Source: an optimization exercise on an open RTL-to-GDS flow (aim: small area, a short achievable clock period and few clock cycles). Production flows keep margins and buffers that such runs may drop.
Where RTL was checked, it was by simulation tests only, not by an equivalence proof against the original.
No functional check of the RTL was part of run 1.
No activity file was given, so power comes from the tool's default toggle rates.

==> design.v <==
module dither_mono #(
    parameter W = 32
) (
    input  wire        clk,
    input  wire        rst,
    input  wire        in_valid,
    output wire        in_ready,
    input  wire [15:0] in_pixel,
    input  wire        in_sof,
    input  wire [7:0]  cfg_thr,
    input  wire        cfg_dither,
    output wire        out_valid,
    input  wire        out_ready,
    output wire [7:0]  out_byte
);
    function [5:0] q7_off(input [6:0] s);
        case (s)
        7'd0: q7_off = 6'd0;
        7'd1: q7_off = 6'd0;
        7'd2: q7_off = 6'd0;
        7'd3: q7_off = 6'd1;
        7'd4: q7_off = 6'd1;
        7'd5: q7_off = 6'd2;
        7'd6: q7_off = 6'd2;
        7'd7: q7_off = 6'd3;
        7'd8: q7_off = 6'd3;
        7'd9: q7_off = 6'd3;
        7'd10: q7_off = 6'd4;
        7'd11: q7_off = 6'd4;
        7'd12: q7_off = 6'd5;
        7'd13: q7_off = 6'd5;
        7'd14: q7_off = 6'd6;
        7'd15: q7_off = 6'd6;
        7'd16: q7_off = 6'd7;
        7'd17: q7_off = 6'd7;
        7'd18: q7_off = 6'd7;
        7'd19: q7_off = 6'd8;
        7'd20: q7_off = 6'd8;
        7'd21: q7_off = 6'd9;
        7'd22: q7_off = 6'd9;
        7'd23: q7_off = 6'd10;
        7'd24: q7_off = 6'd10;
        7'd25: q7_off = 6'd10;
        7'd26: q7_off = 6'd11;
        7'd27: q7_off = 6'd11;
        7'd28: q7_off = 6'd12;
        7'd29: q7_off = 6'd12;
        7'd30: q7_off = 6'd13;
        7'd31: q7_off = 6'd13;
        7'd32: q7_off = 6'd14;
        7'd33: q7_off = 6'd14;
        7'd34: q7_off = 6'd14;
        7'd35: q7_off = 6'd15;
        7'd36: q7_off = 6'd15;
        7'd37: q7_off = 6'd16;
        7'd38: q7_off = 6'd16;
        7'd39: q7_off = 6'd17;
        7'd40: q7_off = 6'd17;
        7'd41: q7_off = 6'd17;
        7'd42: q7_off = 6'd18;
        7'd43: q7_off = 6'd18;
        7'd44: q7_off = 6'd19;
        7'd45: q7_off = 6'd19;
        7'd46: q7_off = 6'd20;
        7'd47: q7_off = 6'd20;
        7'd48: q7_off = 6'd21;
        7'd49: q7_off = 6'd21;
        7'd50: q7_off = 6'd21;
        7'd51: q7_off = 6'd22;
        7'd52: q7_off = 6'd22;
        7'd53: q7_off = 6'd23;
        7'd54: q7_off = 6'd23;
        7'd55: q7_off = 6'd24;
        7'd56: q7_off = 6'd24;
        7'd57: q7_off = 6'd24;
        7'd58: q7_off = 6'd25;
        7'd59: q7_off = 6'd25;
        7'd60: q7_off = 6'd26;
        7'd61: q7_off = 6'd26;
        7'd62: q7_off = 6'd27;
        7'd63: q7_off = 6'd27;
        7'd64: q7_off = 6'd36;
        7'd65: q7_off = 6'd36;
        7'd66: q7_off = 6'd36;
        7'd67: q7_off = 6'd37;
        7'd68: q7_off = 6'd37;
        7'd69: q7_off = 6'd38;
        7'd70: q7_off = 6'd38;
        7'd71: q7_off = 6'd39;
        7'd72: q7_off = 6'd39;
        7'd73: q7_off = 6'd39;
        7'd74: q7_off = 6'd40;
        7'd75: q7_off = 6'd40;
        7'd76: q7_off = 6'd41;
        7'd77: q7_off = 6'd41;
        7'd78: q7_off = 6'd42;
        7'd79: q7_off = 6'd42;
        7'd80: q7_off = 6'd43;
        7'd81: q7_off = 6'd43;
        7'd82: q7_off = 6'd43;
        7'd83: q7_off = 6'd44;
        7'd84: q7_off = 6'd44;
        7'd85: q7_off = 6'd45;
        7'd86: q7_off = 6'd45;
        7'd87: q7_off = 6'd46;
        7'd88: q7_off = 6'd46;
        7'd89: q7_off = 6'd46;
        7'd90: q7_off = 6'd47;
        7'd91: q7_off = 6'd47;
        7'd92: q7_off = 6'd48;
        7'd93: q7_off = 6'd48;
        7'd94: q7_off = 6'd49;
        7'd95: q7_off = 6'd49;
        7'd96: q7_off = 6'd50;
        7'd97: q7_off = 6'd50;
        7'd98: q7_off = 6'd50;
        7'd99: q7_off = 6'd51;
        7'd100: q7_off = 6'd51;
        7'd101: q7_off = 6'd52;
        7'd102: q7_off = 6'd52;
        7'd103: q7_off = 6'd53;
        7'd104: q7_off = 6'd53;
        7'd105: q7_off = 6'd53;
        7'd106: q7_off = 6'd54;
        7'd107: q7_off = 6'd54;
        7'd108: q7_off = 6'd55;
        7'd109: q7_off = 6'd55;
        7'd110: q7_off = 6'd56;
        7'd111: q7_off = 6'd56;
        7'd112: q7_off = 6'd57;
        7'd113: q7_off = 6'd57;
        7'd114: q7_off = 6'd57;
        7'd115: q7_off = 6'd58;
        7'd116: q7_off = 6'd58;
        7'd117: q7_off = 6'd59;
        7'd118: q7_off = 6'd59;
        7'd119: q7_off = 6'd60;
        7'd120: q7_off = 6'd60;
        7'd121: q7_off = 6'd60;
        7'd122: q7_off = 6'd61;
        7'd123: q7_off = 6'd61;
        7'd124: q7_off = 6'd62;
        7'd125: q7_off = 6'd62;
        7'd126: q7_off = 6'd63;
        7'd127: q7_off = 6'd63;
        endcase
    endfunction
    function [5:0] q7_on(input [6:0] s);
        case (s)
        7'd0: q7_on = 6'd36;
        7'd1: q7_on = 6'd36;
        7'd2: q7_on = 6'd37;
        7'd3: q7_on = 6'd37;
        7'd4: q7_on = 6'd38;
        7'd5: q7_on = 6'd38;
        7'd6: q7_on = 6'd39;
        7'd7: q7_on = 6'd39;
        7'd8: q7_on = 6'd39;
        7'd9: q7_on = 6'd40;
        7'd10: q7_on = 6'd40;
        7'd11: q7_on = 6'd41;
        7'd12: q7_on = 6'd41;
        7'd13: q7_on = 6'd42;
        7'd14: q7_on = 6'd42;
        7'd15: q7_on = 6'd43;
        7'd16: q7_on = 6'd43;
        7'd17: q7_on = 6'd43;
        7'd18: q7_on = 6'd44;
        7'd19: q7_on = 6'd44;
        7'd20: q7_on = 6'd45;
        7'd21: q7_on = 6'd45;
        7'd22: q7_on = 6'd46;
        7'd23: q7_on = 6'd46;
        7'd24: q7_on = 6'd46;
        7'd25: q7_on = 6'd47;
        7'd26: q7_on = 6'd47;
        7'd27: q7_on = 6'd48;
        7'd28: q7_on = 6'd48;
        7'd29: q7_on = 6'd49;
        7'd30: q7_on = 6'd49;
        7'd31: q7_on = 6'd50;
        7'd32: q7_on = 6'd50;
        7'd33: q7_on = 6'd50;
        7'd34: q7_on = 6'd51;
        7'd35: q7_on = 6'd51;
        7'd36: q7_on = 6'd52;
        7'd37: q7_on = 6'd52;
        7'd38: q7_on = 6'd53;
        7'd39: q7_on = 6'd53;
        7'd40: q7_on = 6'd53;
        7'd41: q7_on = 6'd54;
        7'd42: q7_on = 6'd54;
        7'd43: q7_on = 6'd55;
        7'd44: q7_on = 6'd55;
        7'd45: q7_on = 6'd56;
        7'd46: q7_on = 6'd56;
        7'd47: q7_on = 6'd57;
        7'd48: q7_on = 6'd57;
        7'd49: q7_on = 6'd57;
        7'd50: q7_on = 6'd58;
        7'd51: q7_on = 6'd58;
        7'd52: q7_on = 6'd59;
        7'd53: q7_on = 6'd59;
        7'd54: q7_on = 6'd60;
        7'd55: q7_on = 6'd60;
        7'd56: q7_on = 6'd60;
        7'd57: q7_on = 6'd61;
        7'd58: q7_on = 6'd61;
        7'd59: q7_on = 6'd62;
        7'd60: q7_on = 6'd62;
        7'd61: q7_on = 6'd63;
        7'd62: q7_on = 6'd63;
        7'd63: q7_on = 6'd0;
        7'd64: q7_on = 6'd0;
        7'd65: q7_on = 6'd0;
        7'd66: q7_on = 6'd1;
        7'd67: q7_on = 6'd1;
        7'd68: q7_on = 6'd2;
        7'd69: q7_on = 6'd2;
        7'd70: q7_on = 6'd3;
        7'd71: q7_on = 6'd3;
        7'd72: q7_on = 6'd3;
        7'd73: q7_on = 6'd4;
        7'd74: q7_on = 6'd4;
        7'd75: q7_on = 6'd5;
        7'd76: q7_on = 6'd5;
        7'd77: q7_on = 6'd6;
        7'd78: q7_on = 6'd6;
        7'd79: q7_on = 6'd7;
        7'd80: q7_on = 6'd7;
        7'd81: q7_on = 6'd7;
        7'd82: q7_on = 6'd8;
        7'd83: q7_on = 6'd8;
        7'd84: q7_on = 6'd9;
        7'd85: q7_on = 6'd9;
        7'd86: q7_on = 6'd10;
        7'd87: q7_on = 6'd10;
        7'd88: q7_on = 6'd10;
        7'd89: q7_on = 6'd11;
        7'd90: q7_on = 6'd11;
        7'd91: q7_on = 6'd12;
        7'd92: q7_on = 6'd12;
        7'd93: q7_on = 6'd13;
        7'd94: q7_on = 6'd13;
        7'd95: q7_on = 6'd14;
        7'd96: q7_on = 6'd14;
        7'd97: q7_on = 6'd14;
        7'd98: q7_on = 6'd15;
        7'd99: q7_on = 6'd15;
        7'd100: q7_on = 6'd16;
        7'd101: q7_on = 6'd16;
        7'd102: q7_on = 6'd17;
        7'd103: q7_on = 6'd17;
        7'd104: q7_on = 6'd17;
        7'd105: q7_on = 6'd18;
        7'd106: q7_on = 6'd18;
        7'd107: q7_on = 6'd19;
        7'd108: q7_on = 6'd19;
        7'd109: q7_on = 6'd20;
        7'd110: q7_on = 6'd20;
        7'd111: q7_on = 6'd21;
        7'd112: q7_on = 6'd21;
        7'd113: q7_on = 6'd21;
        7'd114: q7_on = 6'd22;
        7'd115: q7_on = 6'd22;
        7'd116: q7_on = 6'd23;
        7'd117: q7_on = 6'd23;
        7'd118: q7_on = 6'd24;
        7'd119: q7_on = 6'd24;
        7'd120: q7_on = 6'd24;
        7'd121: q7_on = 6'd25;
        7'd122: q7_on = 6'd25;
        7'd123: q7_on = 6'd26;
        7'd124: q7_on = 6'd26;
        7'd125: q7_on = 6'd27;
        7'd126: q7_on = 6'd27;
        7'd127: q7_on = 6'd28;
        endcase
    endfunction
    function [5:0] q5_off(input [6:0] s);
        case (s)
        7'd0: q5_off = 6'd0;
        7'd1: q5_off = 6'd0;
        7'd2: q5_off = 6'd0;
        7'd3: q5_off = 6'd0;
        7'd4: q5_off = 6'd1;
        7'd5: q5_off = 6'd1;
        7'd6: q5_off = 6'd1;
        7'd7: q5_off = 6'd2;
        7'd8: q5_off = 6'd2;
        7'd9: q5_off = 6'd2;
        7'd10: q5_off = 6'd3;
        7'd11: q5_off = 6'd3;
        7'd12: q5_off = 6'd3;
        7'd13: q5_off = 6'd4;
        7'd14: q5_off = 6'd4;
        7'd15: q5_off = 6'd4;
        7'd16: q5_off = 6'd5;
        7'd17: q5_off = 6'd5;
        7'd18: q5_off = 6'd5;
        7'd19: q5_off = 6'd5;
        7'd20: q5_off = 6'd6;
        7'd21: q5_off = 6'd6;
        7'd22: q5_off = 6'd6;
        7'd23: q5_off = 6'd7;
        7'd24: q5_off = 6'd7;
        7'd25: q5_off = 6'd7;
        7'd26: q5_off = 6'd8;
        7'd27: q5_off = 6'd8;
        7'd28: q5_off = 6'd8;
        7'd29: q5_off = 6'd9;
        7'd30: q5_off = 6'd9;
        7'd31: q5_off = 6'd9;
        7'd32: q5_off = 6'd10;
        7'd33: q5_off = 6'd10;
        7'd34: q5_off = 6'd10;
        7'd35: q5_off = 6'd10;
        7'd36: q5_off = 6'd11;
        7'd37: q5_off = 6'd11;
        7'd38: q5_off = 6'd11;
        7'd39: q5_off = 6'd12;
        7'd40: q5_off = 6'd12;
        7'd41: q5_off = 6'd12;
        7'd42: q5_off = 6'd13;
        7'd43: q5_off = 6'd13;
        7'd44: q5_off = 6'd13;
        7'd45: q5_off = 6'd14;
        7'd46: q5_off = 6'd14;
        7'd47: q5_off = 6'd14;
        7'd48: q5_off = 6'd15;
        7'd49: q5_off = 6'd15;
        7'd50: q5_off = 6'd15;
        7'd51: q5_off = 6'd15;
        7'd52: q5_off = 6'd16;
        7'd53: q5_off = 6'd16;
        7'd54: q5_off = 6'd16;
        7'd55: q5_off = 6'd17;
        7'd56: q5_off = 6'd17;
        7'd57: q5_off = 6'd17;
        7'd58: q5_off = 6'd18;
        7'd59: q5_off = 6'd18;
        7'd60: q5_off = 6'd18;
        7'd61: q5_off = 6'd19;
        7'd62: q5_off = 6'd19;
        7'd63: q5_off = 6'd19;
        7'd64: q5_off = 6'd44;
        7'd65: q5_off = 6'd44;
        7'd66: q5_off = 6'd44;
        7'd67: q5_off = 6'd44;
        7'd68: q5_off = 6'd45;
        7'd69: q5_off = 6'd45;
        7'd70: q5_off = 6'd45;
        7'd71: q5_off = 6'd46;
        7'd72: q5_off = 6'd46;
        7'd73: q5_off = 6'd46;
        7'd74: q5_off = 6'd47;
        7'd75: q5_off = 6'd47;
        7'd76: q5_off = 6'd47;
        7'd77: q5_off = 6'd48;
        7'd78: q5_off = 6'd48;
        7'd79: q5_off = 6'd48;
        7'd80: q5_off = 6'd49;
        7'd81: q5_off = 6'd49;
        7'd82: q5_off = 6'd49;
        7'd83: q5_off = 6'd49;
        7'd84: q5_off = 6'd50;
        7'd85: q5_off = 6'd50;
        7'd86: q5_off = 6'd50;
        7'd87: q5_off = 6'd51;
        7'd88: q5_off = 6'd51;
        7'd89: q5_off = 6'd51;
        7'd90: q5_off = 6'd52;
        7'd91: q5_off = 6'd52;
        7'd92: q5_off = 6'd52;
        7'd93: q5_off = 6'd53;
        7'd94: q5_off = 6'd53;
        7'd95: q5_off = 6'd53;
        7'd96: q5_off = 6'd54;
        7'd97: q5_off = 6'd54;
        7'd98: q5_off = 6'd54;
        7'd99: q5_off = 6'd54;
        7'd100: q5_off = 6'd55;
        7'd101: q5_off = 6'd55;
        7'd102: q5_off = 6'd55;
        7'd103: q5_off = 6'd56;
        7'd104: q5_off = 6'd56;
        7'd105: q5_off = 6'd56;
        7'd106: q5_off = 6'd57;
        7'd107: q5_off = 6'd57;
        7'd108: q5_off = 6'd57;
        7'd109: q5_off = 6'd58;
        7'd110: q5_off = 6'd58;
        7'd111: q5_off = 6'd58;
        7'd112: q5_off = 6'd59;
        7'd113: q5_off = 6'd59;
        7'd114: q5_off = 6'd59;
        7'd115: q5_off = 6'd59;
        7'd116: q5_off = 6'd60;
        7'd117: q5_off = 6'd60;
        7'd118: q5_off = 6'd60;
        7'd119: q5_off = 6'd61;
        7'd120: q5_off = 6'd61;
        7'd121: q5_off = 6'd61;
        7'd122: q5_off = 6'd62;
        7'd123: q5_off = 6'd62;
        7'd124: q5_off = 6'd62;
        7'd125: q5_off = 6'd63;
        7'd126: q5_off = 6'd63;
        7'd127: q5_off = 6'd63;
        endcase
    endfunction
    function [5:0] q5_on(input [6:0] s);
        case (s)
        7'd0: q5_on = 6'd44;
        7'd1: q5_on = 6'd44;
        7'd2: q5_on = 6'd44;
        7'd3: q5_on = 6'd45;
        7'd4: q5_on = 6'd45;
        7'd5: q5_on = 6'd45;
        7'd6: q5_on = 6'd46;
        7'd7: q5_on = 6'd46;
        7'd8: q5_on = 6'd46;
        7'd9: q5_on = 6'd47;
        7'd10: q5_on = 6'd47;
        7'd11: q5_on = 6'd47;
        7'd12: q5_on = 6'd48;
        7'd13: q5_on = 6'd48;
        7'd14: q5_on = 6'd48;
        7'd15: q5_on = 6'd49;
        7'd16: q5_on = 6'd49;
        7'd17: q5_on = 6'd49;
        7'd18: q5_on = 6'd49;
        7'd19: q5_on = 6'd50;
        7'd20: q5_on = 6'd50;
        7'd21: q5_on = 6'd50;
        7'd22: q5_on = 6'd51;
        7'd23: q5_on = 6'd51;
        7'd24: q5_on = 6'd51;
        7'd25: q5_on = 6'd52;
        7'd26: q5_on = 6'd52;
        7'd27: q5_on = 6'd52;
        7'd28: q5_on = 6'd53;
        7'd29: q5_on = 6'd53;
        7'd30: q5_on = 6'd53;
        7'd31: q5_on = 6'd54;
        7'd32: q5_on = 6'd54;
        7'd33: q5_on = 6'd54;
        7'd34: q5_on = 6'd54;
        7'd35: q5_on = 6'd55;
        7'd36: q5_on = 6'd55;
        7'd37: q5_on = 6'd55;
        7'd38: q5_on = 6'd56;
        7'd39: q5_on = 6'd56;
        7'd40: q5_on = 6'd56;
        7'd41: q5_on = 6'd57;
        7'd42: q5_on = 6'd57;
        7'd43: q5_on = 6'd57;
        7'd44: q5_on = 6'd58;
        7'd45: q5_on = 6'd58;
        7'd46: q5_on = 6'd58;
        7'd47: q5_on = 6'd59;
        7'd48: q5_on = 6'd59;
        7'd49: q5_on = 6'd59;
        7'd50: q5_on = 6'd59;
        7'd51: q5_on = 6'd60;
        7'd52: q5_on = 6'd60;
        7'd53: q5_on = 6'd60;
        7'd54: q5_on = 6'd61;
        7'd55: q5_on = 6'd61;
        7'd56: q5_on = 6'd61;
        7'd57: q5_on = 6'd62;
        7'd58: q5_on = 6'd62;
        7'd59: q5_on = 6'd62;
        7'd60: q5_on = 6'd63;
        7'd61: q5_on = 6'd63;
        7'd62: q5_on = 6'd63;
        7'd63: q5_on = 6'd0;
        7'd64: q5_on = 6'd0;
        7'd65: q5_on = 6'd0;
        7'd66: q5_on = 6'd0;
        7'd67: q5_on = 6'd1;
        7'd68: q5_on = 6'd1;
        7'd69: q5_on = 6'd1;
        7'd70: q5_on = 6'd2;
        7'd71: q5_on = 6'd2;
        7'd72: q5_on = 6'd2;
        7'd73: q5_on = 6'd3;
        7'd74: q5_on = 6'd3;
        7'd75: q5_on = 6'd3;
        7'd76: q5_on = 6'd4;
        7'd77: q5_on = 6'd4;
        7'd78: q5_on = 6'd4;
        7'd79: q5_on = 6'd5;
        7'd80: q5_on = 6'd5;
        7'd81: q5_on = 6'd5;
        7'd82: q5_on = 6'd5;
        7'd83: q5_on = 6'd6;
        7'd84: q5_on = 6'd6;
        7'd85: q5_on = 6'd6;
        7'd86: q5_on = 6'd7;
        7'd87: q5_on = 6'd7;
        7'd88: q5_on = 6'd7;
        7'd89: q5_on = 6'd8;
        7'd90: q5_on = 6'd8;
        7'd91: q5_on = 6'd8;
        7'd92: q5_on = 6'd9;
        7'd93: q5_on = 6'd9;
        7'd94: q5_on = 6'd9;
        7'd95: q5_on = 6'd10;
        7'd96: q5_on = 6'd10;
        7'd97: q5_on = 6'd10;
        7'd98: q5_on = 6'd10;
        7'd99: q5_on = 6'd11;
        7'd100: q5_on = 6'd11;
        7'd101: q5_on = 6'd11;
        7'd102: q5_on = 6'd12;
        7'd103: q5_on = 6'd12;
        7'd104: q5_on = 6'd12;
        7'd105: q5_on = 6'd13;
        7'd106: q5_on = 6'd13;
        7'd107: q5_on = 6'd13;
        7'd108: q5_on = 6'd14;
        7'd109: q5_on = 6'd14;
        7'd110: q5_on = 6'd14;
        7'd111: q5_on = 6'd15;
        7'd112: q5_on = 6'd15;
        7'd113: q5_on = 6'd15;
        7'd114: q5_on = 6'd15;
        7'd115: q5_on = 6'd16;
        7'd116: q5_on = 6'd16;
        7'd117: q5_on = 6'd16;
        7'd118: q5_on = 6'd17;
        7'd119: q5_on = 6'd17;
        7'd120: q5_on = 6'd17;
        7'd121: q5_on = 6'd18;
        7'd122: q5_on = 6'd18;
        7'd123: q5_on = 6'd18;
        7'd124: q5_on = 6'd19;
        7'd125: q5_on = 6'd19;
        7'd126: q5_on = 6'd19;
        7'd127: q5_on = 6'd20;
        endcase
    endfunction
    function [4:0] q3_off(input [6:0] s);
        case (s)
        7'd0: q3_off = 5'd0;
        7'd1: q3_off = 5'd0;
        7'd2: q3_off = 5'd0;
        7'd3: q3_off = 5'd0;
        7'd4: q3_off = 5'd0;
        7'd5: q3_off = 5'd0;
        7'd6: q3_off = 5'd1;
        7'd7: q3_off = 5'd1;
        7'd8: q3_off = 5'd1;
        7'd9: q3_off = 5'd1;
        7'd10: q3_off = 5'd1;
        7'd11: q3_off = 5'd2;
        7'd12: q3_off = 5'd2;
        7'd13: q3_off = 5'd2;
        7'd14: q3_off = 5'd2;
        7'd15: q3_off = 5'd2;
        7'd16: q3_off = 5'd3;
        7'd17: q3_off = 5'd3;
        7'd18: q3_off = 5'd3;
        7'd19: q3_off = 5'd3;
        7'd20: q3_off = 5'd3;
        7'd21: q3_off = 5'd3;
        7'd22: q3_off = 5'd4;
        7'd23: q3_off = 5'd4;
        7'd24: q3_off = 5'd4;
        7'd25: q3_off = 5'd4;
        7'd26: q3_off = 5'd4;
        7'd27: q3_off = 5'd5;
        7'd28: q3_off = 5'd5;
        7'd29: q3_off = 5'd5;
        7'd30: q3_off = 5'd5;
        7'd31: q3_off = 5'd5;
        7'd32: q3_off = 5'd6;
        7'd33: q3_off = 5'd6;
        7'd34: q3_off = 5'd6;
        7'd35: q3_off = 5'd6;
        7'd36: q3_off = 5'd6;
        7'd37: q3_off = 5'd6;
        7'd38: q3_off = 5'd7;
        7'd39: q3_off = 5'd7;
        7'd40: q3_off = 5'd7;
        7'd41: q3_off = 5'd7;
        7'd42: q3_off = 5'd7;
        7'd43: q3_off = 5'd8;
        7'd44: q3_off = 5'd8;
        7'd45: q3_off = 5'd8;
        7'd46: q3_off = 5'd8;
        7'd47: q3_off = 5'd8;
        7'd48: q3_off = 5'd9;
        7'd49: q3_off = 5'd9;
        7'd50: q3_off = 5'd9;
        7'd51: q3_off = 5'd9;
        7'd52: q3_off = 5'd9;
        7'd53: q3_off = 5'd9;
        7'd54: q3_off = 5'd10;
        7'd55: q3_off = 5'd10;
        7'd56: q3_off = 5'd10;
        7'd57: q3_off = 5'd10;
        7'd58: q3_off = 5'd10;
        7'd59: q3_off = 5'd11;
        7'd60: q3_off = 5'd11;
        7'd61: q3_off = 5'd11;
        7'd62: q3_off = 5'd11;
        7'd63: q3_off = 5'd11;
        7'd64: q3_off = 5'd20;
        7'd65: q3_off = 5'd20;
        7'd66: q3_off = 5'd20;
        7'd67: q3_off = 5'd20;
        7'd68: q3_off = 5'd20;
        7'd69: q3_off = 5'd20;
        7'd70: q3_off = 5'd21;
        7'd71: q3_off = 5'd21;
        7'd72: q3_off = 5'd21;
        7'd73: q3_off = 5'd21;
        7'd74: q3_off = 5'd21;
        7'd75: q3_off = 5'd22;
        7'd76: q3_off = 5'd22;
        7'd77: q3_off = 5'd22;
        7'd78: q3_off = 5'd22;
        7'd79: q3_off = 5'd22;
        7'd80: q3_off = 5'd23;
        7'd81: q3_off = 5'd23;
        7'd82: q3_off = 5'd23;
        7'd83: q3_off = 5'd23;
        7'd84: q3_off = 5'd23;
        7'd85: q3_off = 5'd23;
        7'd86: q3_off = 5'd24;
        7'd87: q3_off = 5'd24;
        7'd88: q3_off = 5'd24;
        7'd89: q3_off = 5'd24;
        7'd90: q3_off = 5'd24;
        7'd91: q3_off = 5'd25;
        7'd92: q3_off = 5'd25;
        7'd93: q3_off = 5'd25;
        7'd94: q3_off = 5'd25;
        7'd95: q3_off = 5'd25;
        7'd96: q3_off = 5'd26;
        7'd97: q3_off = 5'd26;
        7'd98: q3_off = 5'd26;
        7'd99: q3_off = 5'd26;
        7'd100: q3_off = 5'd26;
        7'd101: q3_off = 5'd26;
        7'd102: q3_off = 5'd27;
        7'd103: q3_off = 5'd27;
        7'd104: q3_off = 5'd27;
        7'd105: q3_off = 5'd27;
        7'd106: q3_off = 5'd27;
        7'd107: q3_off = 5'd28;
        7'd108: q3_off = 5'd28;
        7'd109: q3_off = 5'd28;
        7'd110: q3_off = 5'd28;
        7'd111: q3_off = 5'd28;
        7'd112: q3_off = 5'd29;
        7'd113: q3_off = 5'd29;
        7'd114: q3_off = 5'd29;
        7'd115: q3_off = 5'd29;
        7'd116: q3_off = 5'd29;
        7'd117: q3_off = 5'd29;
        7'd118: q3_off = 5'd30;
        7'd119: q3_off = 5'd30;
        7'd120: q3_off = 5'd30;
        7'd121: q3_off = 5'd30;
        7'd122: q3_off = 5'd30;
        7'd123: q3_off = 5'd31;
        7'd124: q3_off = 5'd31;
        7'd125: q3_off = 5'd31;
        7'd126: q3_off = 5'd31;
        7'd127: q3_off = 5'd31;
        endcase
    endfunction
    function [4:0] q3_on(input [6:0] s);
        case (s)
        7'd0: q3_on = 5'd20;
        7'd1: q3_on = 5'd20;
        7'd2: q3_on = 5'd20;
        7'd3: q3_on = 5'd20;
        7'd4: q3_on = 5'd20;
        7'd5: q3_on = 5'd21;
        7'd6: q3_on = 5'd21;
        7'd7: q3_on = 5'd21;
        7'd8: q3_on = 5'd21;
        7'd9: q3_on = 5'd21;
        7'd10: q3_on = 5'd22;
        7'd11: q3_on = 5'd22;
        7'd12: q3_on = 5'd22;
        7'd13: q3_on = 5'd22;
        7'd14: q3_on = 5'd22;
        7'd15: q3_on = 5'd23;
        7'd16: q3_on = 5'd23;
        7'd17: q3_on = 5'd23;
        7'd18: q3_on = 5'd23;
        7'd19: q3_on = 5'd23;
        7'd20: q3_on = 5'd23;
        7'd21: q3_on = 5'd24;
        7'd22: q3_on = 5'd24;
        7'd23: q3_on = 5'd24;
        7'd24: q3_on = 5'd24;
        7'd25: q3_on = 5'd24;
        7'd26: q3_on = 5'd25;
        7'd27: q3_on = 5'd25;
        7'd28: q3_on = 5'd25;
        7'd29: q3_on = 5'd25;
        7'd30: q3_on = 5'd25;
        7'd31: q3_on = 5'd26;
        7'd32: q3_on = 5'd26;
        7'd33: q3_on = 5'd26;
        7'd34: q3_on = 5'd26;
        7'd35: q3_on = 5'd26;
        7'd36: q3_on = 5'd26;
        7'd37: q3_on = 5'd27;
        7'd38: q3_on = 5'd27;
        7'd39: q3_on = 5'd27;
        7'd40: q3_on = 5'd27;
        7'd41: q3_on = 5'd27;
        7'd42: q3_on = 5'd28;
        7'd43: q3_on = 5'd28;
        7'd44: q3_on = 5'd28;
        7'd45: q3_on = 5'd28;
        7'd46: q3_on = 5'd28;
        7'd47: q3_on = 5'd29;
        7'd48: q3_on = 5'd29;
        7'd49: q3_on = 5'd29;
        7'd50: q3_on = 5'd29;
        7'd51: q3_on = 5'd29;
        7'd52: q3_on = 5'd29;
        7'd53: q3_on = 5'd30;
        7'd54: q3_on = 5'd30;
        7'd55: q3_on = 5'd30;
        7'd56: q3_on = 5'd30;
        7'd57: q3_on = 5'd30;
        7'd58: q3_on = 5'd31;
        7'd59: q3_on = 5'd31;
        7'd60: q3_on = 5'd31;
        7'd61: q3_on = 5'd31;
        7'd62: q3_on = 5'd31;
        7'd63: q3_on = 5'd0;
        7'd64: q3_on = 5'd0;
        7'd65: q3_on = 5'd0;
        7'd66: q3_on = 5'd0;
        7'd67: q3_on = 5'd0;
        7'd68: q3_on = 5'd0;
        7'd69: q3_on = 5'd1;
        7'd70: q3_on = 5'd1;
        7'd71: q3_on = 5'd1;
        7'd72: q3_on = 5'd1;
        7'd73: q3_on = 5'd1;
        7'd74: q3_on = 5'd2;
        7'd75: q3_on = 5'd2;
        7'd76: q3_on = 5'd2;
        7'd77: q3_on = 5'd2;
        7'd78: q3_on = 5'd2;
        7'd79: q3_on = 5'd3;
        7'd80: q3_on = 5'd3;
        7'd81: q3_on = 5'd3;
        7'd82: q3_on = 5'd3;
        7'd83: q3_on = 5'd3;
        7'd84: q3_on = 5'd3;
        7'd85: q3_on = 5'd4;
        7'd86: q3_on = 5'd4;
        7'd87: q3_on = 5'd4;
        7'd88: q3_on = 5'd4;
        7'd89: q3_on = 5'd4;
        7'd90: q3_on = 5'd5;
        7'd91: q3_on = 5'd5;
        7'd92: q3_on = 5'd5;
        7'd93: q3_on = 5'd5;
        7'd94: q3_on = 5'd5;
        7'd95: q3_on = 5'd6;
        7'd96: q3_on = 5'd6;
        7'd97: q3_on = 5'd6;
        7'd98: q3_on = 5'd6;
        7'd99: q3_on = 5'd6;
        7'd100: q3_on = 5'd6;
        7'd101: q3_on = 5'd7;
        7'd102: q3_on = 5'd7;
        7'd103: q3_on = 5'd7;
        7'd104: q3_on = 5'd7;
        7'd105: q3_on = 5'd7;
        7'd106: q3_on = 5'd8;
        7'd107: q3_on = 5'd8;
        7'd108: q3_on = 5'd8;
        7'd109: q3_on = 5'd8;
        7'd110: q3_on = 5'd8;
        7'd111: q3_on = 5'd9;
        7'd112: q3_on = 5'd9;
        7'd113: q3_on = 5'd9;
        7'd114: q3_on = 5'd9;
        7'd115: q3_on = 5'd9;
        7'd116: q3_on = 5'd9;
        7'd117: q3_on = 5'd10;
        7'd118: q3_on = 5'd10;
        7'd119: q3_on = 5'd10;
        7'd120: q3_on = 5'd10;
        7'd121: q3_on = 5'd10;
        7'd122: q3_on = 5'd11;
        7'd123: q3_on = 5'd11;
        7'd124: q3_on = 5'd11;
        7'd125: q3_on = 5'd11;
        7'd126: q3_on = 5'd11;
        7'd127: q3_on = 5'd12;
        endcase
    endfunction
    function [3:0] q1_off(input [6:0] s);
        case (s)
        7'd0: q1_off = 4'd0;
        7'd1: q1_off = 4'd1;
        7'd2: q1_off = 4'd2;
        7'd3: q1_off = 4'd2;
        7'd4: q1_off = 4'd2;
        7'd5: q1_off = 4'd2;
        7'd6: q1_off = 4'd2;
        7'd7: q1_off = 4'd1;
        7'd8: q1_off = 4'd2;
        7'd9: q1_off = 4'd3;
        7'd10: q1_off = 4'd2;
        7'd11: q1_off = 4'd2;
        7'd12: q1_off = 4'd2;
        7'd13: q1_off = 4'd2;
        7'd14: q1_off = 4'd2;
        7'd15: q1_off = 4'd3;
        7'd16: q1_off = 4'd1;
        7'd17: q1_off = 4'd2;
        7'd18: q1_off = 4'd3;
        7'd19: q1_off = 4'd3;
        7'd20: q1_off = 4'd3;
        7'd21: q1_off = 4'd3;
        7'd22: q1_off = 4'd3;
        7'd23: q1_off = 4'd2;
        7'd24: q1_off = 4'd3;
        7'd25: q1_off = 4'd4;
        7'd26: q1_off = 4'd3;
        7'd27: q1_off = 4'd3;
        7'd28: q1_off = 4'd3;
        7'd29: q1_off = 4'd3;
        7'd30: q1_off = 4'd3;
        7'd31: q1_off = 4'd4;
        7'd32: q1_off = 4'd2;
        7'd33: q1_off = 4'd3;
        7'd34: q1_off = 4'd4;
        7'd35: q1_off = 4'd4;
        7'd36: q1_off = 4'd4;
        7'd37: q1_off = 4'd4;
        7'd38: q1_off = 4'd4;
        7'd39: q1_off = 4'd3;
        7'd40: q1_off = 4'd4;
        7'd41: q1_off = 4'd5;
        7'd42: q1_off = 4'd4;
        7'd43: q1_off = 4'd4;
        7'd44: q1_off = 4'd4;
        7'd45: q1_off = 4'd4;
        7'd46: q1_off = 4'd4;
        7'd47: q1_off = 4'd5;
        7'd48: q1_off = 4'd3;
        7'd49: q1_off = 4'd4;
        7'd50: q1_off = 4'd5;
        7'd51: q1_off = 4'd5;
        7'd52: q1_off = 4'd5;
        7'd53: q1_off = 4'd5;
        7'd54: q1_off = 4'd5;
        7'd55: q1_off = 4'd4;
        7'd56: q1_off = 4'd5;
        7'd57: q1_off = 4'd6;
        7'd58: q1_off = 4'd5;
        7'd59: q1_off = 4'd5;
        7'd60: q1_off = 4'd5;
        7'd61: q1_off = 4'd5;
        7'd62: q1_off = 4'd5;
        7'd63: q1_off = 4'd6;
        7'd64: q1_off = 4'd12;
        7'd65: q1_off = 4'd13;
        7'd66: q1_off = 4'd14;
        7'd67: q1_off = 4'd14;
        7'd68: q1_off = 4'd14;
        7'd69: q1_off = 4'd14;
        7'd70: q1_off = 4'd14;
        7'd71: q1_off = 4'd13;
        7'd72: q1_off = 4'd14;
        7'd73: q1_off = 4'd15;
        7'd74: q1_off = 4'd14;
        7'd75: q1_off = 4'd14;
        7'd76: q1_off = 4'd14;
        7'd77: q1_off = 4'd14;
        7'd78: q1_off = 4'd14;
        7'd79: q1_off = 4'd15;
        7'd80: q1_off = 4'd13;
        7'd81: q1_off = 4'd14;
        7'd82: q1_off = 4'd15;
        7'd83: q1_off = 4'd15;
        7'd84: q1_off = 4'd15;
        7'd85: q1_off = 4'd15;
        7'd86: q1_off = 4'd15;
        7'd87: q1_off = 4'd14;
        7'd88: q1_off = 4'd15;
        7'd89: q1_off = 4'd0;
        7'd90: q1_off = 4'd15;
        7'd91: q1_off = 4'd15;
        7'd92: q1_off = 4'd15;
        7'd93: q1_off = 4'd15;
        7'd94: q1_off = 4'd15;
        7'd95: q1_off = 4'd0;
        7'd96: q1_off = 4'd14;
        7'd97: q1_off = 4'd15;
        7'd98: q1_off = 4'd0;
        7'd99: q1_off = 4'd0;
        7'd100: q1_off = 4'd0;
        7'd101: q1_off = 4'd0;
        7'd102: q1_off = 4'd0;
        7'd103: q1_off = 4'd15;
        7'd104: q1_off = 4'd0;
        7'd105: q1_off = 4'd1;
        7'd106: q1_off = 4'd0;
        7'd107: q1_off = 4'd0;
        7'd108: q1_off = 4'd0;
        7'd109: q1_off = 4'd0;
        7'd110: q1_off = 4'd0;
        7'd111: q1_off = 4'd1;
        7'd112: q1_off = 4'd15;
        7'd113: q1_off = 4'd0;
        7'd114: q1_off = 4'd1;
        7'd115: q1_off = 4'd1;
        7'd116: q1_off = 4'd1;
        7'd117: q1_off = 4'd1;
        7'd118: q1_off = 4'd1;
        7'd119: q1_off = 4'd0;
        7'd120: q1_off = 4'd1;
        7'd121: q1_off = 4'd2;
        7'd122: q1_off = 4'd1;
        7'd123: q1_off = 4'd1;
        7'd124: q1_off = 4'd1;
        7'd125: q1_off = 4'd1;
        7'd126: q1_off = 4'd1;
        7'd127: q1_off = 4'd2;
        endcase
    endfunction
    function [3:0] q1_on(input [6:0] s);
        case (s)
        7'd0: q1_on = 4'd13;
        7'd1: q1_on = 4'd14;
        7'd2: q1_on = 4'd14;
        7'd3: q1_on = 4'd14;
        7'd4: q1_on = 4'd14;
        7'd5: q1_on = 4'd14;
        7'd6: q1_on = 4'd13;
        7'd7: q1_on = 4'd14;
        7'd8: q1_on = 4'd15;
        7'd9: q1_on = 4'd14;
        7'd10: q1_on = 4'd14;
        7'd11: q1_on = 4'd14;
        7'd12: q1_on = 4'd14;
        7'd13: q1_on = 4'd14;
        7'd14: q1_on = 4'd15;
        7'd15: q1_on = 4'd13;
        7'd16: q1_on = 4'd14;
        7'd17: q1_on = 4'd15;
        7'd18: q1_on = 4'd15;
        7'd19: q1_on = 4'd15;
        7'd20: q1_on = 4'd15;
        7'd21: q1_on = 4'd15;
        7'd22: q1_on = 4'd14;
        7'd23: q1_on = 4'd15;
        7'd24: q1_on = 4'd0;
        7'd25: q1_on = 4'd15;
        7'd26: q1_on = 4'd15;
        7'd27: q1_on = 4'd15;
        7'd28: q1_on = 4'd15;
        7'd29: q1_on = 4'd15;
        7'd30: q1_on = 4'd0;
        7'd31: q1_on = 4'd14;
        7'd32: q1_on = 4'd15;
        7'd33: q1_on = 4'd0;
        7'd34: q1_on = 4'd0;
        7'd35: q1_on = 4'd0;
        7'd36: q1_on = 4'd0;
        7'd37: q1_on = 4'd0;
        7'd38: q1_on = 4'd15;
        7'd39: q1_on = 4'd0;
        7'd40: q1_on = 4'd1;
        7'd41: q1_on = 4'd0;
        7'd42: q1_on = 4'd0;
        7'd43: q1_on = 4'd0;
        7'd44: q1_on = 4'd0;
        7'd45: q1_on = 4'd0;
        7'd46: q1_on = 4'd1;
        7'd47: q1_on = 4'd15;
        7'd48: q1_on = 4'd0;
        7'd49: q1_on = 4'd1;
        7'd50: q1_on = 4'd1;
        7'd51: q1_on = 4'd1;
        7'd52: q1_on = 4'd1;
        7'd53: q1_on = 4'd1;
        7'd54: q1_on = 4'd0;
        7'd55: q1_on = 4'd1;
        7'd56: q1_on = 4'd2;
        7'd57: q1_on = 4'd1;
        7'd58: q1_on = 4'd1;
        7'd59: q1_on = 4'd1;
        7'd60: q1_on = 4'd1;
        7'd61: q1_on = 4'd1;
        7'd62: q1_on = 4'd2;
        7'd63: q1_on = 4'd0;
        7'd64: q1_on = 4'd1;
        7'd65: q1_on = 4'd2;
        7'd66: q1_on = 4'd2;
        7'd67: q1_on = 4'd2;
        7'd68: q1_on = 4'd2;
        7'd69: q1_on = 4'd2;
        7'd70: q1_on = 4'd1;
        7'd71: q1_on = 4'd2;
        7'd72: q1_on = 4'd3;
        7'd73: q1_on = 4'd2;
        7'd74: q1_on = 4'd2;
        7'd75: q1_on = 4'd2;
        7'd76: q1_on = 4'd2;
        7'd77: q1_on = 4'd2;
        7'd78: q1_on = 4'd3;
        7'd79: q1_on = 4'd1;
        7'd80: q1_on = 4'd2;
        7'd81: q1_on = 4'd3;
        7'd82: q1_on = 4'd3;
        7'd83: q1_on = 4'd3;
        7'd84: q1_on = 4'd3;
        7'd85: q1_on = 4'd3;
        7'd86: q1_on = 4'd2;
        7'd87: q1_on = 4'd3;
        7'd88: q1_on = 4'd4;
        7'd89: q1_on = 4'd3;
        7'd90: q1_on = 4'd3;
        7'd91: q1_on = 4'd3;
        7'd92: q1_on = 4'd3;
        7'd93: q1_on = 4'd3;
        7'd94: q1_on = 4'd4;
        7'd95: q1_on = 4'd2;
        7'd96: q1_on = 4'd3;
        7'd97: q1_on = 4'd4;
        7'd98: q1_on = 4'd4;
        7'd99: q1_on = 4'd4;
        7'd100: q1_on = 4'd4;
        7'd101: q1_on = 4'd4;
        7'd102: q1_on = 4'd3;
        7'd103: q1_on = 4'd4;
        7'd104: q1_on = 4'd5;
        7'd105: q1_on = 4'd4;
        7'd106: q1_on = 4'd4;
        7'd107: q1_on = 4'd4;
        7'd108: q1_on = 4'd4;
        7'd109: q1_on = 4'd4;
        7'd110: q1_on = 4'd5;
        7'd111: q1_on = 4'd3;
        7'd112: q1_on = 4'd4;
        7'd113: q1_on = 4'd5;
        7'd114: q1_on = 4'd5;
        7'd115: q1_on = 4'd5;
        7'd116: q1_on = 4'd5;
        7'd117: q1_on = 4'd5;
        7'd118: q1_on = 4'd4;
        7'd119: q1_on = 4'd5;
        7'd120: q1_on = 4'd6;
        7'd121: q1_on = 4'd5;
        7'd122: q1_on = 4'd5;
        7'd123: q1_on = 4'd5;
        7'd124: q1_on = 4'd5;
        7'd125: q1_on = 4'd5;
        7'd126: q1_on = 4'd6;
        7'd127: q1_on = 4'd4;
        endcase
    endfunction
    function [7:0] ks8(input [7:0] a, input [7:0] b);
        reg [7:0] p, g, pp, gg;
        integer   i, d;
        begin
            p  = a ^ b;
            g  = a & b;
            pp = p;
            gg = g;
            for (d = 1; d < 8; d = d * 2)
                for (i = 7; i >= d; i = i - 1) begin
                    gg[i] = gg[i] | (pp[i] & gg[i-d]);
                    pp[i] = pp[i] & pp[i-d];
                end
            ks8 = p ^ {gg[6:0], 1'b0};
        end
    endfunction
    function gtu8(input [7:0] a, input [7:0] b);
        reg     g, e;
        integer i;
        begin
            g = 1'b0;
            e = 1'b1;
            for (i = 7; i >= 0; i = i - 1) begin
                g = g | (e & a[i] & ~b[i]);
                e = e & (a[i] | ~b[i]) & (~a[i] | b[i]);
            end
            gtu8 = g;
        end
    endfunction
    function [5:0] intensity(input [15:0] p);
        reg [5:0] a, b, c;
        reg       ab, cb, ac;
        begin
            a  = {p[4:0], 1'b0};
            b  = p[10:5];
            c  = {p[15:11], 1'b0};
            ab = gtu8({2'b00, a}, {2'b00, b});
            cb = gtu8({2'b00, c}, {2'b00, b});
            ac = gtu8({3'b000, p[4:0]}, {3'b000, p[15:11]});
            if (ac)
                intensity = ab ? a : b;
            else
                intensity = cb ? c : b;
        end
    endfunction
    wire       f1_go, f2_go, x_go;
    wire       pb_wr;
    wire       g_valid_n, fr_valid_n, x_sure_n;
    wire              a_we;
    wire [4:0]        a_wpos;
    wire signed [6:0] a_wdata;
    reg        in_ready_r;
    reg        iv;
    reg [15:0] ipix;
    reg        isof, idith;
    reg [5:0]  ithr;
    wire acc_in = in_valid & in_ready_r;
    assign in_ready = in_ready_r;
    always @(posedge clk) begin
        if (~iv | pb_wr) begin
            ipix  <= in_pixel;
            isof  <= in_sof;
            ithr  <= cfg_thr[7:2];
            idith <= cfg_dither;
        end
    end
    reg [5:0]  pb [0:31];
    reg [5:0]  cnt;           
    reg        rowfull;       
    reg [4:0]  wx;            
    reg        w_wdir;        
    reg        w_rdir;        
    reg        w_odd, w_first, w_dith;
    reg [5:0]  w_t6;
    reg [4:0]  rk;            
    assign     pb_wr    = iv & (~cnt[5] | f1_go);
    wire       w_new    = (wx == 5'd0);
    wire       wdir_eff = w_new ? w_rdir : w_wdir;
    wire [4:0] wp       = wx ^ {5{wdir_eff}};
    wire       iv_n     = acc_in | (iv & ~pb_wr);
    wire       w_row    = pb_wr & w_new;
    wire       w_odd_n  = w_row ? (~isof & ~w_odd) : w_odd;
    wire       w_first_n = w_row ? isof : w_first;
    wire       w_dith_n = (w_row & isof) ? idith : w_dith;
    wire [5:0] w_t6_n   = (w_row & isof) ? ithr : w_t6;
    wire       w_rdir_n = (w_row & ~isof) ? (w_rdir ^ ~w_odd) : w_rdir;
    wire [5:0] cnt_n    = cnt + {5'd0, pb_wr} - {5'd0, f1_go};
    wire       full_n   = (cnt[5] & (pb_wr | ~f1_go)) | ((cnt == 6'd31) & pb_wr & ~f1_go);
    wire       f1_sure_n = ~g_valid_n | ~fr_valid_n | x_sure_n;
    always @(posedge clk) begin
        if (pb_wr)
            pb[wp] <= intensity(ipix);
    end
    always @(posedge clk) begin
        if (rst) begin
            in_ready_r <= 1'b1;
            iv         <= 1'b0;
            cnt        <= 6'd0;
            rowfull    <= 1'b0;
            wx         <= 5'd0;
            w_rdir     <= 1'b0;
            w_wdir     <= 1'b0;
            w_odd      <= 1'b1;
        end else begin
            in_ready_r <= ~iv_n | ~full_n | f1_sure_n;
            iv         <= iv_n;
            cnt        <= cnt_n;
            rowfull    <= (pb_wr & (wx == 5'd31)) | (rowfull & ~(f1_go & (rk == 5'd31)));
            if (pb_wr)
                wx <= wx + 5'd1;
            if (w_row)
                w_wdir <= w_rdir;
            w_odd   <= w_odd_n;
            w_first <= w_first_n;
            w_dith  <= w_dith_n;
            w_t6    <= w_t6_n;
            w_rdir  <= w_rdir_n;
        end
    end
    reg        rs;            
    reg        r_odd, r_zero, r_dith, r_rdir;
    reg [5:0]  r_t6;
    reg [4:0]  rp_r;          
    wire       rs_n   = f1_go ? (rk == 5'd31) : rs;
    wire       f_odd  = r_odd;
    wire       f_zero = r_zero;
    wire       f_dith = r_dith;
    wire [5:0] f_t6   = r_t6;
    wire [4:0] rp     = rp_r;
    wire [4:0] fx     = rk ^ {5{r_odd}};     
    wire       avail  = f_odd ? rowfull : (cnt != 6'd0);
    reg signed [6:0]  el [0:31];   
    wire [5:0]        v      = pb[rp];
    wire signed [6:0] el_rd  = (a_we && a_wpos == fx) ? a_wdata : el[fx];
    reg               g_valid;
    reg [5:0]         g_v;
    reg signed [6:0]  g_tv;        
    reg signed [6:0]  g_el;
    reg [4:0]         g_x;
    reg               g_rs, g_last, g_zero, g_dith, g_odd;
    assign f1_go     = avail & (~g_valid | f2_go);
    assign g_valid_n = f1_go | (g_valid & ~f2_go);
    always @(posedge clk) begin
        if (rst) begin
            rk      <= 5'd0;
            rs      <= 1'b1;
            g_valid <= 1'b0;
        end else begin
            if (f1_go)
                rk <= rk + 5'd1;
            rs <= rs_n;
            if (rs_n) begin
                r_odd  <= w_odd_n;
                r_zero <= w_first_n | ~w_dith_n;
                r_dith <= w_dith_n;
                r_rdir <= w_rdir_n;
                r_t6   <= w_t6_n;
                rp_r   <= {5{w_rdir_n}};
            end else if (f1_go) begin
                rp_r <= r_rdir ? rp_r - 5'd1 : rp_r + 5'd1;
            end
            g_valid <= g_valid_n;
        end
        if (f1_go) begin
            g_v    <= v;
            g_tv   <= ~ks8({2'b11, ~f_t6}, {2'b00, v});    
            g_el   <= el_rd;
            g_x    <= fx;
            g_rs   <= rs;
            g_last <= (rk == 5'd31);
            g_zero <= f_zero;
            g_dith <= f_dith;
            g_odd  <= f_odd;
        end else if (a_we && a_wpos == g_x) begin
            g_el   <= a_wdata;
        end
    end
    reg               fr_valid;
    reg [6:0]         fr_b0;      
    reg signed [7:0]  fr_t;       
    reg               fr_dith, fr_odd, fr_last, fr_rs;
    reg [4:0]         fr_x;
    reg signed [5:0]  accA;        
    reg signed [3:0]  accB;        
    wire signed [5:0] accA_n;
    wire signed [3:0] accB_n;
    wire              caseA = fr_valid;
    wire signed [6:0] err0  = caseA ? {{3{accB_n[3]}}, accB_n} : {accA_n[5], accA_n};
    wire signed [6:0] errl  = (a_we && a_wpos == g_x) ? a_wdata : g_el;
    wire signed [6:0] err   = g_zero ? 7'sd0 : (g_rs ? err0 : errl);
    wire signed [7:0] base  = ks8({2'b00, g_v}, {err[6], err});
    assign f2_go      = g_valid & (~fr_valid | x_go);
    assign fr_valid_n = f2_go | (fr_valid & ~x_go);
    always @(posedge clk) begin
        if (rst)
            fr_valid <= 1'b0;
        else
            fr_valid <= fr_valid_n;
        if (f2_go) begin
            fr_b0   <= base[6:0];
            fr_t    <= ~ks8(~{g_tv[6], g_tv}, {err[6], err});    
            fr_dith <= g_dith;
            fr_odd  <= g_odd;
            fr_last <= g_last;
            fr_rs   <= g_rs;
            fr_x    <= g_x;
        end
    end
    reg signed [5:0]  carry;
    wire [7:0]        s0w  = ks8({1'b0, fr_b0}, {{2{carry[5]}}, carry});
    wire [6:0]        s0   = s0w[6:0];
    wire              on   = gtu8({~carry[5], {2{carry[5]}}, carry[4:0]}, {~fr_t[7], fr_t[6:0]});
    wire [5:0]        q7   = on ? q7_on(s0) : q7_off(s0);
    wire [5:0]        q5   = on ? q5_on(s0) : q5_off(s0);
    wire              sel_q5 = g_valid & ~g_zero;
    reg  [31:0] dec;
    reg  [3:0]  pend;
    reg  [1:0]  nb;
    reg         ov;
    reg  [7:0]  ob;
    reg         pxg_r;        
    reg         nbx_r;        
    wire        cap       = ~ov & pend[nb];
    wire [1:0]  xg        = fr_x[4:3];
    wire        dec_block = pxg_r & (ov | ~nbx_r);
    wire        bdone     = fr_odd ? (fr_x[2:0] == 3'd0) : (fr_x[2:0] == 3'd7);
    wire [3:0]  pend_n    = (pend & ~(cap ? (4'd1 << nb) : 4'd0))
                          | ((x_go & bdone) ? (4'd1 << xg) : 4'd0);
    wire [1:0]  xg_n      = f2_go ? g_x[4:3] : xg;
    assign x_go = fr_valid & ~dec_block;
    assign x_sure_n = ~pend_n[xg_n] | (~(cap | ov) & (nb + {1'b0, cap} == xg_n));
    reg               er_valid, er_rs;
    reg [4:0]         er_wpos;
    reg signed [4:0]  er_q3;
    reg signed [5:0]  er_q5;
    reg signed [3:0]  er_q1;
    always @(posedge clk) begin
        if (rst) begin
            carry    <= 6'sd0;
            er_valid <= 1'b0;
            pend     <= 4'd0;
            pxg_r    <= 1'b0;
            nbx_r    <= 1'b0;
            nb       <= 2'd0;
            ov       <= 1'b0;
        end else begin
            if (x_go) begin
                if (fr_last | ~fr_dith)
                    carry <= (fr_last & sel_q5) ? q5 : 6'sd0;
                else
                    carry <= q7;
            end
            er_valid <= x_go;
            pend <= pend_n;
            pxg_r <= pend_n[xg_n];
            nbx_r <= (nb + {1'b0, cap} == xg_n);
            if (cap)
                nb <= nb + 2'd1;
            ov <= cap | (ov & ~out_ready);
        end
        if (x_go) begin
            dec[fr_x] <= on;
            er_rs     <= fr_rs;
            er_wpos   <= fr_odd ? fr_x + 5'd1 : fr_x - 5'd1;
            er_q3     <= on ? q3_on(s0) : q3_off(s0);
            er_q5     <= q5;
            er_q1     <= on ? q1_on(s0) : q1_off(s0);
        end
        if (cap)
            ob <= dec[nb*8 +: 8];
    end
    assign out_valid = ov;
    assign out_byte  = ob;
    assign a_we    = er_valid & ~er_rs;
    assign a_wpos  = er_wpos;
    wire [7:0] a_sum3 = ks8({{2{accA[5]}}, accA}, {{3{er_q3[4]}}, er_q3});
    wire [7:0] a_sum5 = ks8({{4{accB[3]}}, accB}, {{2{er_q5[5]}}, er_q5});
    assign a_wdata = a_sum3[6:0];
    assign accA_n  = er_valid ? (er_rs ? er_q5 : a_sum5[5:0]) : accA;
    assign accB_n  = er_valid ? er_q1 : accB;
    always @(posedge clk) begin
        accA <= accA_n;
        accB <= accB_n;
        if (a_we)
            el[a_wpos] <= a_wdata;
    end
endmodule
==> flow/run.sh <==
#!/bin/bash
# The standard layout, with every port buffered by a buf_4 instead of the
# default port buffer, and timing repair aiming for more setup slack than
# the clock period needs.
set -euo pipefail
export BUFFER_PORTS_ARGS="-buffer_cell sky130_fd_sc_hd__buf_4"
export SETUP_SLACK_MARGIN=9.3
bash standard.sh finish > flow_make.log 2>&1
==> standard.sh <==
#!/bin/bash
# synth_recipe.tcl (not shown) runs the flow's synth.tcl, then flattens the netlist and writes it again
# the make line also repeats each setting of config.mk as NAME=value (left out here)
make -C /OpenROAD-flow-scripts/flow DESIGN_CONFIG=/design/flow/config.mk WORK_HOME=/design/flow/orfs CLKGATE_MAP_FILE= SYNTH_SCRIPT=/design/flow/synth_recipe.tcl "${@:-finish}"
==> config.mk <==
export PLATFORM = sky130hd
export DESIGN_NAME = dither_mono
export DESIGN_NICKNAME = dither_mono
export VERILOG_FILES = /design/flow/design.v
export SDC_FILE = /design/flow/constraint.sdc
export NUM_CORES = 4
export LEC_CHECK = 0
export CAP_MARGIN = 20
export CORE_MARGIN = 2
export CORE_UTILIZATION = 60
export CTS_CLUSTER_DIAMETER = 60
export CTS_CLUSTER_SIZE = 25
export PLACE_DENSITY = 0.7
export SLEW_MARGIN = 20
==> constraint.sdc <==
create_clock -name core_clock -period 13.0 [get_ports {clk}]
set_input_delay 2.6000 -clock core_clock [delete_from_list [all_inputs] [get_ports {clk}]]
set_output_delay 2.6000 -clock core_clock [all_outputs]
set_load 0.01 [all_outputs]
==> metrics.cfg, run 1 <==
[run_status]
outcome = timing/DRC/antenna clean

[synthesis]
synth_edf_count = 570
async_reset_ff_share_pct = 0
yosysSeqAreaShare_pct = 63.9
synth_area_leaders = edfxtp_1, mux4_2, dfxtp_1, ha_1, nor2_1
synth_top_area_cell = edfxtp_1
syn_inst = 1910
synthFlopType = edfxtp_1
synth.net_count = 2027
avgSynthCellArea_um2 = 15.1
synthTopCellsByCount = edfxtp_1, nor2_1, mux4_2, nand2_1, inv_1
yosys_warnings = 1
syn_area_um2 = 28800
synth-seq-cells = 633
synth_top_area_share_pct = 59.5
post-synth-top-count-cell = edfxtp_1
yosysUniqueCellTypes = 81

[global_route]
grt_pass1_vias = 16100
grt_pass1_wl_um = 91400
grt_overflow = 0
grt_max_degree = 59
grt_antenna_before_repair = 0
grt_usage_pct = 24.0

[worst_setup_path]
crit_chain = buf_6
worstPathMaxFanout = 1
required_ns = 10.40
setup.worst_path.start_class = flop
cp-end-kind = primary output
cp_top_family = flip-flops
slowest_delay_ns = 0.40
slowest_stage = edfxtp_1
arrival_ns = 1.11
critPathKind = flop to primary output
crit_buf_inv = 1

[clock_tree]
ctsLongestPathBuffers = 3
ctsHtreeMaxLevel = 2
path_clk_slew_ns = 0.09
cts-root-buf = clkbuf_16
worstSkewPairLatency_ns = 0.58
cts_tree = built
cts_sinks = 633
ctsHoldBuffers = 0
numCtsBuffers = 40

[timing]
relSlewSlack_pct = 25.6
fmax_mhz = 270
tightestPinTransition_ns = 1.11
post-route-period-util_pct = 28.5
finalSetupViolations = 0
clock_skew_ns = 0.0225
hold_slack_ns = 0.425
fin_crit_ns = 3.71
maxSlewViolCount = 0
rsz0062_at_grt = true
finalHoldViolations = 0
fin_tns_setup_ns = 0

[placed_design]
place_congestion = 0.884
numPortBuffers = 37
dp_hpwl_um = 38000

[routing]
antenna_left = 0
drc = 0
wl_per_cell_um = 22.8
wirelength_um = 59200
num_vias = 16400
avgViaCountPerCell = 6.29
drtIter0Drc = 1748
drt_pass1_iterations = 6

[floorplan]
die_area_um2 = 49700
floorplan.initialDensity_pct = 60.5
ios = 40
fp.dieW_um = 223
coreArea_um2 = 47500
rows = 80
fp.dieH_um = 223

[layout]
syn_to_final_growth_pct = 10.5
layout.nets = 2077
nFillCells = 3221
n_antenna_cell = 0
drive_above_1_share_pct = 21.4

[power_and_ir_drop]
power_leakage_nw = 10.8
ir_drop_mv = 0.149
total_power_mw = 6.58
power.density_nw_per_um2 = 207

[run]
max-cap-violations = 0

[min_path]
hold_path_class = flop to flop

## area by class of cell
type	count	area, um^2	area share [%]
Tap cell	615	769	2.42
Inverter	96	368	1.16
Clock buffer	42	1030	3.24
Multi-Input combinational cell	1097	10000	31.6
Sequential cell	633	18400	57.8
Clock inverter	28	312	0.980
Timing Repair Buffer	92	888	2.79
## report_power, final
| group | internal [mW] | switching (mW) | total, mW |
|---|---|---|---|
| Clock | 0.663 | 0.698 | 1.36 |
| Combinational | 0.973 | 1.43 | 2.40 |
| Sequential | 2.71 | 0.106 | 2.81 |
## cells by family (layout without fill, tap and decap cells)
| logic type | count (synthesis) | in the layout | synth area share, % |
|---|---|---|---|
| AO/OA/AOI/OAI | 330 | 332 | 7.54 |
| XOR/XNOR | 76 | 76 | 2.36 |
| buffers and inverters | 182 | 258 | 2.56 |
| flip-flops | 633 | 633 | 63.9 |
| multiplexers | 200 | 200 | 13.1 |
| AND/OR/NAND/NOR | 397 | 397 | 6.37 |
| adder cells (fa/ha/maj) | 92 | 92 | 4.19 |
## path summary, 6_finish.rpt
| path | from | endpoint | slack, ns | cells after the start |
|---|---|---|---|---|
| worst max-delay path | ob[4] | out_byte[4] | 9.29 | 1 |
| worst min-delay path | r_zero | g_zero | 0.43 | 0 |
| worst max register to register | er_q3[0] | fr_t[7] | 9.37 | 14 |
| worst min register to register | r_zero | g_zero | 0.43 | 0 |
## layout by cell type (no fill, tap or decap), types with 10 or more instances in the layout
| master | n |
|---|---|
| edfxtp_1 | 570 |
| mux4_2 | 139 |
| nor2_1 | 130 |
| nand2_1 | 90 |
| inv_1 | 89 |
| a21oi_1 | 83 |
| ha_1 | 77 |
| buf_4 | 65 |
| dfxtp_1 | 59 |
| o21ai_0 | 54 |
| xnor2_1 | 42 |
| clkbuf_16 | 42 |
| nor2_2 | 35 |
| mux2i_1 | 34 |
| nor3_1 | 29 |
| mux2_2 | 26 |
| xor2_1 | 22 |
| a31oi_1 | 20 |
| a21o_1 | 19 |
| nor2b_1 | 19 |
| nand3_1 | 19 |
| o21ai_1 | 16 |
| buf_6 | 12 |
| o21bai_1 | 10 |
| o211ai_1 | 10 |
| a22oi_1 | 10 |
## state kept, by name (all words and copies together) (netlist names), 6 cells and up, named ones only
register / flops
accA: 6
carry: 6
cnt: 6
dec: 32
el: 224
er_q5: 6
fr_b0: 7
fr_t: 8
g_el: 7
g_tv: 7
g_v: 6
ipix: 16
ithr: 6
ob: 8
pb: 192
r_t6: 6
w_t6: 6
## stage by stage
stage	setup WS [ns]	area [um^2]	cells	util [%]
global placement	8.76	29800	2502	62.7
floorplan	9.14	28800	1910	-
CTS	9.25	31500	2587	66.2
detailed placement	8.74	29800	2504	62.7
global route	9.06	31800	2603	66.9
finish	9.29	31800	2603	66.9
## routing by layer
metal / up-vias / GRT usage, % / routed length, um
met5: - / 0 / 0
met4: 0 / 6.24 / 1420
met3: 103 / 3.06 / 3150
met2: 509 / 40.4 / 29700
met1: 8265 / 33.7 / 25000
li1: 7490 / - / -
## repair_timing
action | 4_1_cts | 5_1_grt
gates cloned | 2 | 2
pin swaps | 5 | 6
setup endpoints to repair | 328 | 260
gates resized for setup | 60 | 38
setup buffers | 11 | 14
==> inputs of run 2 (changes only) <==
--- a/design.v
+++ b/design.v
@@ -1192,5 +1192,4 @@
     reg        r_odd, r_zero, r_dith, r_rdir;
     reg [5:0]  r_t6;
-    reg [4:0]  rp_r;          
     wire       rs_n   = f1_go ? (rk == 5'd31) : rs;
     wire       f_odd  = r_odd;
@@ -1198,5 +1197,5 @@
     wire       f_dith = r_dith;
     wire [5:0] f_t6   = r_t6;
-    wire [4:0] rp     = rp_r;
+    wire [4:0] rp     = rk ^ {5{r_rdir}};    
     wire [4:0] fx     = rk ^ {5{r_odd}};     
     wire       avail  = f_odd ? rowfull : (cnt != 6'd0);
@@ -1227,7 +1226,4 @@
                 r_rdir <= w_rdir_n;
                 r_t6   <= w_t6_n;
-                rp_r   <= {5{w_rdir_n}};
-            end else if (f1_go) begin
-                rp_r <= r_rdir ? rp_r - 5'd1 : rp_r + 5'd1;
             end
             g_valid <= g_valid_n;
==> metrics.cfg, run 2 <==
[run_status]
outcome = timing/DRC/antenna clean

[synthesis]
yosysUniqueCellTypes = 72  ; -11%
synth_edf_count = 565  ; -0.88%
synth_top_area_cell = edfxtp_1
syn_area_um2 = 28300  ; -1.8%
synth_top_area_share_pct = 60.0  ; +0.56 points
yosys_warnings = 1  ; unchanged
synth.net_count = 1984  ; -2.1%
avgSynthCellArea_um2 = 15.1  ; +0.18%
post-synth-top-count-cell = edfxtp_1
synth_area_leaders = edfxtp_1, mux4_2, dfxtp_1, ha_1, nor2_1
synth-seq-cells = 623  ; -1.6%
synthTopCellsByCount = edfxtp_1, nor2_1, mux4_2, a21oi_1, nand2_1
async_reset_ff_share_pct = 0  ; unchanged
synthFlopType = edfxtp_1
yosysSeqAreaShare_pct = 64.1  ; +0.29 points
syn_inst = 1872  ; -2.0%

[power_and_ir_drop]
power_frac_seq_pct = 43.4  ; +0.6 points
combPwrFrac_pct = 34.9  ; -1.6 points
p_int_mw = 4.22  ; -2.8%
ir_drop_mv = 0.183  ; +23%
power_leakage_nw = 10.7  ; -1.6%
total_power_mw = 6.25  ; -5.0%
switching_share_pct = 32.4  ; -1.5 points
switchingPower_mw = 2.03  ; -9.1%
clkPwrFrac_pct = 21.7  ; +1.0 points
power.density_nw_per_um2 = 199  ; -3.5%

[global_route]
grt_usage_pct = 23.8  ; -0.17 points
grt_pass1_vias = 16100  ; -0.23%
grt_pass1_wl_um = 90500  ; -0.97%
grt_max_degree = 59  ; unchanged
grt_antenna_before_repair = 0  ; unchanged
grt_overflow = 0  ; unchanged

[timing]
post-route-period-util_pct = 28.7  ; +0.15 points
setup_ws_ns = 9.27  ; -0.0199 ns
relSlewSlack_pct = 29.7  ; +4.1 points
tightestPinTransition_ns = 1.05  ; -0.0539 ns
fmax_mhz = 268  ; -0.53%
finalHoldViolations = 0  ; unchanged
maxSlewViolCount = 0  ; unchanged
fin_crit_ns = 3.73  ; +0.0199 ns
finalSetupViolations = 0  ; unchanged
rsz0062_at_grt = true
fin_tns_setup_ns = 0  ; unchanged
clock_skew_ns = 0.0407  ; +0.0182 ns

[min_path]
hold_path_class = flop to flop
hold_path.startpoint = g_odd

[clock_tree]
ctsLongestPathBuffers = 3  ; unchanged
worstSkewPairLatency_ns = 0.59  ; about the same
cts_tree = built
cts_sinks = 623  ; -1.6%
path_clk_slew_ns = 0.08  ; about the same
ctsHtreeMaxLevel = 2  ; unchanged
cts-root-buf = clkbuf_16
numCtsBuffers = 39  ; -2.5%

[routing]
drt_pass1_iterations = 5  ; -1
wl_per_cell_um = 22.6  ; -0.66%
antenna_left = 0  ; unchanged
wirelength_um = 57800  ; -2.4%
avgViaCountPerCell = 6.27  ; -0.32%
drc = 0  ; unchanged
drtIter0Drc = 1715  ; -1.9%
num_vias = 16000  ; -2.1%

[worst_setup_path]
slowest_stage = mux4_2
crit_chain = xnor2_4 > buf_6 > buf_12 > buf_16 > buf_12 > mux4_2 > mux4_2 > mux2_2 > ha_4 > a21oi_2 > o21bai_1 > a21o_1 > a21o_1
worstPathMaxFanout = 3  ; +2
slowest_delay_ns = 0.53  ; +0.13 ns
startpoint = r_rdir
crit_buf_inv = 4  ; +3
cp_top_family = multiplexers
critPathKind = flop to flop
arrival_ns = 4.06  ; +2.95 ns
required_ns = 13.33  ; +2.93 ns
setup.worst_path.start_class = flop
cp-end-kind = flop
worstReg2RegStart = r_rdir

[floorplan]
ios = 40  ; unchanged
floorplan.initialDensity_pct = 60.7  ; +0.17 points
fp.dieW_um = 221  ; -0.89%
fp.dieH_um = 221  ; -0.89%
die_area_um2 = 48900  ; -1.8%
rows = 79  ; -1.3%
coreArea_um2 = 46600  ; -2.1%

[placed_design]
dp_hpwl_um = 36300  ; -4.3%
place_congestion = 0.859  ; -2.8%
numPortBuffers = 37  ; unchanged
dp_slack_ns = 7.87  ; -0.868 ns

[layout]
nFillCells = 3095  ; -3.9%
final_common_cell = edfxtp_1
syn_to_final_growth_pct = 10.9
largest_register = el
layout_common_cells = edfxtp_1, nor2_1, mux4_2
final_core_util_pct = 67.3  ; +0.43 points
layout.nets = 2038  ; -1.9%
n_antenna_cell = 0  ; unchanged
top_regs = el (224), pb (192), dec (32)
largest_reg_flops = 224  ; unchanged
drive_above_1_share_pct = 20.4  ; -1.1 points

[run]
max-cap-violations = 0  ; unchanged

==> run 2: cell count changes after synthesis, sizes merged, moves of 5 or more <==
cell,change
a31oi,+15
nor2,-13
o22ai,+10
inv,-9
nor3,-9
clkbuf,+8
a221oi,-6
mux2,-6
a211oi,-5
dfxtp,-5
edfxtp,-5
o2111ai,+5
o31ai,-5
==> run 2: cells by family after synthesis <==
logic type | Yosys count | synth area share [%]
buffers and inverters | 181 | 2.59
muxes | 198 | 13.3
and+or+nand+nor | 375 | 6.15
AOI/OAI and AO/OA | 329 | 7.39
DFF | 623 | 64.1
xor gates and xnor gates | 78 | 2.42
adders and majority gates | 88 | 4.06
==> run 2: path summary, 6_finish.rpt <==
path | slack, ns | end | depth (start not counted)
max | 9.27 | g_tv[6] | 13
min | 0.42 | fr_odd | 0
max reg2reg | 9.27 | g_tv[6] | 13
min reg2reg | 0.42 | fr_odd | 0
==> run 2: routing by layer <==
metal	share of wire [%]	GRT usage [%]	wire length, um	vias to the layer above
li1	-	-	-	7352
met1	41	32.4	23700	7969
met2	50	39.8	28700	580
met3	6.6	4.14	3810	125
met4	2.7	7.10	1540	0
met5	0	0	0	-
==> run 2: worst register-to-register path: stages, from the launching register on <==
cell      delay [ns]
edfxtp_1        0.52
xnor2_4         0.24
buf_6           0.16
buf_12          0.13
buf_16          0.12
buf_12          0.12
mux4_2          0.53
mux4_2          0.53
mux2_2          0.36
ha_4            0.25
a21oi_2         0.13
o21bai_1        0.09
a21o_1          0.17
a21o_1          0.15
==> run 2: cell type report <==
| class | instances | area, um^2 | share of cell area, % |
|---|---|---|---|
| multi-input combinational | 1068 | 9730 | 31.0 |
| tap | 607 | 759 | 2.42 |
| clock inverter | 25 | 349 | 1.11 |
| inverter | 86 | 327 | 1.04 |
| timing repair buffer | 108 | 1060 | 3.39 |
| clock buffer | 40 | 980 | 3.13 |
| sequential | 623 | 18100 | 57.9 |
==> run 2: power by group through the flow <==
stage | registers (mW) | logic (mW) | clock network, mW
after floorplan | 2.74 | 1.44 | 0
after global placement | 2.76 | 1.94 | 0
after detailed placement | 2.77 | 2.00 | 0
after CTS | 2.72 | 2.14 | 1.39
after global routing | 2.73 | 2.38 | 1.45
final | 2.71 | 2.18 | 1.36
==> run 2: metrics by stage <==
stage	std cells	cell area, um^2	hold slack (ns)
floorplan	1872	28300	0.400
global placement	2455	29300	0.400
detailed placement	2455	29300	0.406
CTS	2542	31100	0.425
global route	2557	31300	0.431
finish	2557	31300	0.424
==> run 2: repair_timing <==
| action | in CTS | in global routing |
|---|---|---|
| hold endpoints to repair | 0 | 0 |
| pin swaps | 10 | 10 |
| hold buffers | 0 | 0 |
| setup endpoints to repair | 41 | 81 |
| setup buffers | 17 | 14 |
| gates resized for setup | 53 | 19 |
| gates cloned | 5 | 0 |
Testbench counts of run 2, summed over its fixed seeds: cycles 20,640.

Re-timed with assumed drivers on the ports (clkbuf_16 on the clock, buf_2 on other inputs), run 2 has 9.262 ns of setup slack against 9.272 ns with ideal ports, and 9.210 ns once port delays also move by the mid clock arrival of 0.629 ns.
